This is an optimization exercise on Yosys and OpenROAD, whose aim is small area, not a production implementation.
Only simulation tests tie the RTL to the original design; equivalence was not proved.
No activity file was given, so power comes from the tool's default toggle rates.

job 3279:
## jbeat_crc
module jbeat_crc (
  input  wire        clk,
  input  wire        rst,
  input  wire        req_valid,
  input  wire        req_write,
  input  wire [3:0]  req_addr,
  input  wire [31:0] req_wdata,
  output reg         rsp_valid,
  output wire [31:0] rsp_rdata,
  input  wire [31:0] len_src,
  input  wire [31:0] len_tgt,
  input  wire [31:0] len_pat,
  output reg         mem_en,
  output reg         mem_we,
  output reg  [1:0]  mem_sel,
  output wire [29:0] mem_addr,
  output reg  [3:0]  mem_wstrb,
  output wire [31:0] mem_wdata,
  input  wire [31:0] mem_rdata
);
Size in the first run: roughly 2000 cells after synthesis, roughly 460 flip-flops, ~270 I/O pins, about 18000 sq um of cells after synthesis.
Settings: LEC_CHECK=0, ABC_AREA=1, ABC_CLOCK_PERIOD_IN_PS=7000, CAP_MARGIN=20, CORE_MARGIN=2, CORE_UTILIZATION=40, CTS_BUF_LIST=sky130_fd_sc_hd__clkbuf_4, PLACE_DENSITY=0.6, SLEW_MARGIN=20; clock period 7.0 ns.
run.sh (not shown) runs the stock make flow with config.mk's settings and CLKGATE_MAP_FILE= SYNTH_SCRIPT=/design/flow/synth_recipe.tcl, a recipe that flattens the netlist after the stock synthesis.
For job 7546, these inputs were changed with respect to job 3279:
==> flow/flow/run.sh (new file) <==
#!/bin/bash
# The standard layout, except that the input and output ports are buffered
# with the smallest buffer (sky130_fd_sc_hd__buf_1) instead of the default
# choice of buffer_ports. Every port still gets its own buffer.
set -euo pipefail
bash standard.sh finish 'BUFFER_PORTS_ARGS=-buffer_cell sky130_fd_sc_hd__buf_1' > standard_flow.log 2>&1
==> flow/standard.sh (new file) <==
#!/bin/bash
# synth_recipe.tcl (not shown) runs the flow's synth.tcl, then flattens the netlist and writes it again
# the make line also repeats each setting of config.mk as NAME=value (left out here)
make -C /OpenROAD-flow-scripts/flow DESIGN_CONFIG=/design/flow/config.mk WORK_HOME=/design/flow/orfs CLKGATE_MAP_FILE= SYNTH_SCRIPT=/design/flow/synth_recipe.tcl "${@:-finish}"
--- a/flow/config.mk
+++ b/flow/config.mk
@@ -7,5 +7,4 @@
 export LEC_CHECK = 0
 export ABC_AREA = 1
-export ABC_CLOCK_PERIOD_IN_PS = 7000
 export CAP_MARGIN = 20
 export CORE_MARGIN = 2
removed: flow/run.sh
Notes after the runs:
Job 7546 did not stop at any stage, and its layout met the timing, design-rule and antenna checks. Via count of the first global-routing pass ends up higher on job 3279. Final routed wirelength across all metal layers went down by a few percent going from job 3279 to job 7546. Hold slack: job 3279 and job 7546 compared, higher one is job 3279. Against job 3279, job 7546 comes in about 2.7% higher on maximum operating frequency. Compared with job 3279, job 7546 shows a length of routed wiring on met1 that is 1.6% lower. Between job 3279 and job 7546, clock-buffer cell count is higher for job 3279, job 7546 comes in under that. Compared with job 3279, job 7546 ends up with less cell area. Job 7546 vs job 3279: total of plain and repair buffers excluding clock buffers down slightly. Sequential share of cell area was lower in the run labelled job 3279.
Edits applied to the flow inputs when going from job 7546 to job 2799:
--- a/flow/config.mk
+++ b/flow/config.mk
@@ -7,8 +7,10 @@
 export LEC_CHECK = 0
 export ABC_AREA = 1
+export ABC_CLOCK_PERIOD_IN_PS = 50000
 export CAP_MARGIN = 20
 export CORE_MARGIN = 2
 export CORE_UTILIZATION = 40
-export CTS_BUF_LIST = sky130_fd_sc_hd__clkbuf_4
+export CTS_CLUSTER_DIAMETER = 80
+export CTS_CLUSTER_SIZE = 30
 export PLACE_DENSITY = 0.6
 export SLEW_MARGIN = 20
Notes after the runs:
Diff job 2799..job 7546 | synthesized-area fraction occupied by ao, oa, aoi and oai cells | unchanged. Compared with job 7546, job 2799 shows a maximum frequency that is 0.00077 GHz lower. On via count of the routed design: between job 2799 and job 7546, it ends up higher for job 7546. When the final numbers for job 2799 and job 7546 were put side by side, the post-route total power turned out to be greater in job 7546.
Modified inputs, job 9358 compared to job 2799
==> flow/run.sh (new file) <==
#!/bin/bash
# synth_recipe.tcl (not shown) runs the flow's synth.tcl, then flattens the netlist and writes it again
# the make line also repeats each setting of config.mk as NAME=value (left out here)
make -C /OpenROAD-flow-scripts/flow DESIGN_CONFIG=/design/flow/config.mk WORK_HOME=/design/flow/orfs CLKGATE_MAP_FILE= SYNTH_SCRIPT=/design/flow/synth_recipe.tcl finish
--- a/flow/config.mk
+++ b/flow/config.mk
@@ -7,10 +7,8 @@
 export LEC_CHECK = 0
 export ABC_AREA = 1
-export ABC_CLOCK_PERIOD_IN_PS = 50000
 export CAP_MARGIN = 20
 export CORE_MARGIN = 2
 export CORE_UTILIZATION = 40
-export CTS_CLUSTER_DIAMETER = 80
-export CTS_CLUSTER_SIZE = 30
+export CTS_BUF_LIST = sky130_fd_sc_hd__clkbuf_4
 export PLACE_DENSITY = 0.6
 export SLEW_MARGIN = 20
removed: flow/flow/run.sh
removed: flow/standard.sh
## What came out
~same number of instances in the placed design in job 9358 and job 2799
Fraction of area in registers is lower on job 9358
Job 9358 finished every step from synthesis to the final layout, and the layout passed the timing, design-rule and antenna checks.
Taking job 9358 as 1.0, job 2799 lands at 0.945 on cell count.
Changes observed in job 9358 relative to job 2799: layout overhead on the synthesized area climbed 13 points, utilization after layout climbed 5.2 points.
> inputs changed (job 9358 -> job 7555)
--- a/flow/config.mk
+++ b/flow/config.mk
@@ -10,5 +10,4 @@
 export CORE_MARGIN = 2
 export CORE_UTILIZATION = 40
-export CTS_BUF_LIST = sky130_fd_sc_hd__clkbuf_4
 export PLACE_DENSITY = 0.6
 export SLEW_MARGIN = 20
Job 7555 and job 9358 ended up with roughly the same combinational power.
Detail-routed net length per standard cell (job 7555 vs. job 9358) increases by a few percent
Compared with job 9358, job 7555 shows final critical-path setup slack lower by 0.013 ns.
Job 7555: flow completed, timing, DRC and antenna clean
Sort job 7555 and job 9358 by total detailed-routing wirelength asc -> top: job 7555
Job 7555 ends up with lower multi-input combinational area share than job 9358 does.
Job 7555 vs. job 9358: slew at the pin closest to its max-slew limit increased 0.014 ns, utilization increased 0.38 points, fmax essentially unchanged.


jbeat_crc, a different RTL version from the one above (not shown whole).
For scale: ~1,600 cells after synthesis, ~440 flip-flops, about 270 I/O pins, roughly 15,000 sq um of cells after synthesis.
==> flow/config.mk <==
export PLATFORM = sky130hd
export DESIGN_NAME = jbeat_crc
export DESIGN_NICKNAME = jbeat_crc
export VERILOG_FILES = /design/flow/design.v
export SDC_FILE = /design/flow/constraint.sdc
export NUM_CORES = 4
export LEC_CHECK = 0
export ABC_AREA = 1
export CAP_MARGIN = 20
export CORE_MARGIN = 2
export CORE_UTILIZATION = 40
export CTS_CLUSTER_DIAMETER = 80
export CTS_CLUSTER_SIZE = 30
export PLACE_DENSITY = 0.6
export SLEW_MARGIN = 20
==> flow/constraint.sdc <==
create_clock -name core_clock -period 7.0 [get_ports {clk}]
set_input_delay 1.4000 -clock core_clock [delete_from_list [all_inputs] [get_ports {clk}]]
set_output_delay 1.4000 -clock core_clock [all_outputs]
set_load 0.01 [all_outputs]
standard.sh (not shown) runs the stock make flow with config.mk's settings and CLKGATE_MAP_FILE= SYNTH_SCRIPT=/design/flow/synth_recipe.tcl, a recipe that flattens the netlist after the stock synthesis.
==> flow/flow/run.sh <==
#!/bin/bash
# The standard layout (standard.sh) with three changes that do not touch what
# is built or measured:
#  - synthesis maps the logic with an area-oriented ABC script (abc_area.script
#    here, put into a copy of the ORFS scripts folder; the registers are mapped
#    before ABC runs, so they are the standard synthesis's, with their names);
#  - every input and output port is buffered with sky130_fd_sc_hd__buf_1;
#  - CTS builds the tree from sky130_fd_sc_hd__clkbuf_4 with small sink
#    clusters and inserts no dummy loads.
# Each tool's output goes to its own log under orfs/logs; make's output goes
# to standard_flow.log here.
set -euo pipefail
here=$(pwd)
rm -rf "$here/scripts"
cp -r "$FLOW_HOME/scripts" "$here/scripts"
cp "$here/flow/abc_area.script" "$here/scripts/abc_area.script"
bash standard.sh finish \
  "SCRIPTS_DIR=$here/scripts" \
  'BUFFER_PORTS_ARGS=-buffer_cell sky130_fd_sc_hd__buf_1' \
  'CTS_ARGS=-sink_clustering_enable -repair_clock_nets -buf_list sky130_fd_sc_hd__clkbuf_4 -sink_clustering_size 10 -sink_clustering_max_diameter 40 -dont_use_dummy_load' \
  > standard_flow.log 2>&1
==> flow/flow/abc_area.script <==
strash
dch
amap
Then changed:
==> flow/flow/run.sh (replaced) <==
#!/bin/bash
# The standard layout (standard.sh) with three changes that do not touch what
# is built or measured:
#  - synthesis maps the logic with an area-oriented ABC script (abc_area.script
#    here, in a copy of the ORFS scripts folder; the registers are mapped
#    before ABC runs, so they are the standard synthesis's);
#  - every input and output port is buffered with sky130_fd_sc_hd__buf_1;
#  - CTS inserts no dummy loads.
# Each tool's output goes to the ORFS logs under orfs/logs; make's own output
# goes to standard_flow.log here.
set -euo pipefail
here=$(pwd)
rm -rf "$here/scripts"
cp -r "$FLOW_HOME/scripts" "$here/scripts"
cp "$here/flow/abc_area.script" "$here/scripts/abc_area.script"
bash standard.sh finish \
  "SCRIPTS_DIR=$here/scripts" \
  'BUFFER_PORTS_ARGS=-buffer_cell sky130_fd_sc_hd__buf_1' \
  'CTS_ARGS=-sink_clustering_enable -repair_clock_nets -buf_list sky130_fd_sc_hd__clkbuf_8 -sink_clustering_size 20 -sink_clustering_max_diameter 60 -dont_use_dummy_load' \
  > standard_flow.log 2>&1
Effect:
- The changed run went through all stages and came out clean
- synthesized cell count is unchanged
- die area does not change
- clock skew rose by 0.0082 ns
- core utilization is about the same
- combinational power stays flat
- fmax drops by 0.89%
- routed wire length shrinks by 0.98%
- global-route usage went down by 0.40 points
- setup slack loses 0.057 ns
Then changed:
--- a/flow/flow/run.sh
+++ b/flow/flow/run.sh
@@ -5,2 +5,2 @@
-#    here, in a copy of the ORFS scripts folder; the registers are mapped
-#    before ABC runs, so they are the standard synthesis's);
+#    here, put into a copy of the ORFS scripts folder; the registers are mapped
+#    before ABC runs, so they are the standard synthesis's, with their names);
@@ -8,3 +8,4 @@
-#  - CTS inserts no dummy loads.
-# Each tool's output goes to the ORFS logs under orfs/logs; make's own output
-# goes to standard_flow.log here.
+#  - CTS builds the tree from sky130_fd_sc_hd__clkbuf_8 with smaller sink
+#    clusters and inserts no dummy loads.
+# Each tool's output goes to its own log under orfs/logs; make's output goes
+# to standard_flow.log here.
@@ -19 +20 @@
-  'CTS_ARGS=-sink_clustering_enable -repair_clock_nets -buf_list sky130_fd_sc_hd__clkbuf_8 -sink_clustering_size 20 -sink_clustering_max_diameter 60 -dont_use_dummy_load' \
+  'CTS_ARGS=-sink_clustering_enable -repair_clock_nets -buf_list sky130_fd_sc_hd__clkbuf_8 -sink_clustering_size 16 -sink_clustering_max_diameter 50 -dont_use_dummy_load' \
Result:
- The changed run produced a clean layout
- global-route usage rises by 0.13 points
- power rises by a few percent
- clock skew falls by 0.048 ns
- final area rises slightly
- worst setup slack improved by 0.064 ns
- synthesized area stays the same
- count of clock-buffer cells in the layout rises by 11
- sequential power stays flat


Setup of north:
Another version of the RTL of jbeat_crc (not shown whole).
Size: ~440 flip-flops, about 270 I/O pins.
clock: 7.0 ns
lec_check: 0
abc_area: 1
cap_margin: 20
core_margin: 2
core_utilization: 40
cts_cluster_diameter: 80
cts_cluster_size: 30
place_density: 0.6
slew_margin: 20
run.sh (not shown) runs the stock make flow with config.mk's settings and CLKGATE_MAP_FILE= SYNTH_SCRIPT=/design/flow/synth_recipe.tcl, a recipe that flattens the netlist after the stock synthesis.
Stock flow here: none of the scripts above is used.
Setup changes, north to south
==> flow/flow/run.sh (new file) <==
#!/bin/bash
# The standard layout (standard.sh) with three changes that do not touch what
# is built or measured:
#  - synthesis maps the logic with an area-oriented ABC script (abc_area.script
#    here, in a copy of the ORFS scripts folder; the registers are mapped
#    before ABC runs, so they are the standard synthesis's);
#  - every input and output port is buffered with sky130_fd_sc_hd__buf_1;
#  - CTS inserts no dummy loads.
# Each tool's output goes to the ORFS logs under orfs/logs; make's own output
# goes to standard_flow.log here.
set -euo pipefail
here=$(pwd)
rm -rf "$here/scripts"
cp -r "$FLOW_HOME/scripts" "$here/scripts"
cp "$here/flow/abc_area.script" "$here/scripts/abc_area.script"
bash standard.sh finish \
  "SCRIPTS_DIR=$here/scripts" \
  'BUFFER_PORTS_ARGS=-buffer_cell sky130_fd_sc_hd__buf_1' \
  'CTS_ARGS=-sink_clustering_enable -repair_clock_nets -sink_clustering_size 40 -sink_clustering_max_diameter 70 -dont_use_dummy_load' \
  > standard_flow.log 2>&1
==> flow/flow/abc_area.script (new file) <==
strash
dch
amap
==> flow/standard.sh (new file) <==
#!/bin/bash
# synth_recipe.tcl (not shown) runs the flow's synth.tcl, then flattens the netlist and writes it again
# the make line also repeats each setting of config.mk as NAME=value (left out here)
make -C /OpenROAD-flow-scripts/flow DESIGN_CONFIG=/design/flow/config.mk WORK_HOME=/design/flow/orfs CLKGATE_MAP_FILE= SYNTH_SCRIPT=/design/flow/synth_recipe.tcl "${@:-finish}"
removed: flow/run.sh
- The global routing usage summed across all routing layers in south was lower than what north gave.
- On total number of vias, the lower figure sits with south, not north.
- Comparing north and south, the lower net count of the mapped netlist is on south.
- Going from north to south, combinational group share of total power now smaller, final setup slack of the worst path now smaller, clock slew at the register clock pins of the worst setup and hold paths now larger, data required time of the worst path now larger.
- Main combinational cell family by area after synthesis = simple AND/OR/NAND/NOR gates: north; main combinational cell family by area after synthesis = compound AO/OA/AOI/OAI gates: south
The following lists how east was set up differently from south:
Settings: SLEW_MARGIN changed from 20 to 0; CAP_MARGIN changed from 20 to 0.
diff --git a/flow/flow/run.sh b/flow/flow/run.sh
--- a/flow/flow/run.sh
+++ b/flow/flow/run.sh
@@ -18,3 +18,3 @@
   'BUFFER_PORTS_ARGS=-buffer_cell sky130_fd_sc_hd__buf_1' \
-  'CTS_ARGS=-sink_clustering_enable -repair_clock_nets -sink_clustering_size 40 -sink_clustering_max_diameter 70 -dont_use_dummy_load' \
+  'CTS_ARGS=-sink_clustering_enable -repair_clock_nets -sink_clustering_size 30 -sink_clustering_max_diameter 80 -dont_use_dummy_load' \
   > standard_flow.log 2>&1
Notes after the runs:
- Any difference in proportion of power drawn by combinational gates between east and south is small enough to ignore.
- Compared with south, in east total iterations of the first detailed-routing run went up by 1; clock skew went down by 16 ps.

what the ideal ports hide:
How much do the figures lean on ideal ports? The routed layouts below were timed once more, with nothing changed but the port constraints. Step 1 assumes that a clkbuf_16 drives the clock port and a buf_2 every other input. Step 2 adds t to the input delays and takes it off the output delays; t is the mean of the earliest and latest rising clock arrival at the registers after step 1. Input paths then give back, and output paths get back, about the clock's delay inside the block. Slacks: no drivers / after step 1 / after step 2; pairs: no drivers / after step 1.
run	t (ns)	setup slack, ns	worst setup path after step 2	worst slew at a driven data input, ns
job 3279	0.837	0.581 / 0.581 / 0.581	register to register	0.10
job 7546	0.861	0.752 / 0.752 / 0.752	register to register	0.10
job 2799	0.625	0.722 / 0.722 / 0.722	register to register	0.10
job 9358	0.837	0.581 / 0.581 / 0.581	register to register	0.10
job 7555	0.641	0.568 / 0.568 / 0.568	register to register	0.10
the first run of note 2	0.776	0.657 / 0.657 / 0.657	register to register	0.06
the second run of note 2	0.644	0.600 / 0.600 / 0.600	register to register	0.06
the third run of note 2	0.601	0.664 / 0.664 / 0.664	register to register	0.06
north	0.619	1.238 / 1.238 / 1.238	register to register	0.07
south	0.597	0.684 / 0.684 / 0.684	register to register	0.08
east	0.586	0.726 / 0.726 / 0.726	register to register	0.07
After both steps every run listed still meets setup and hold.
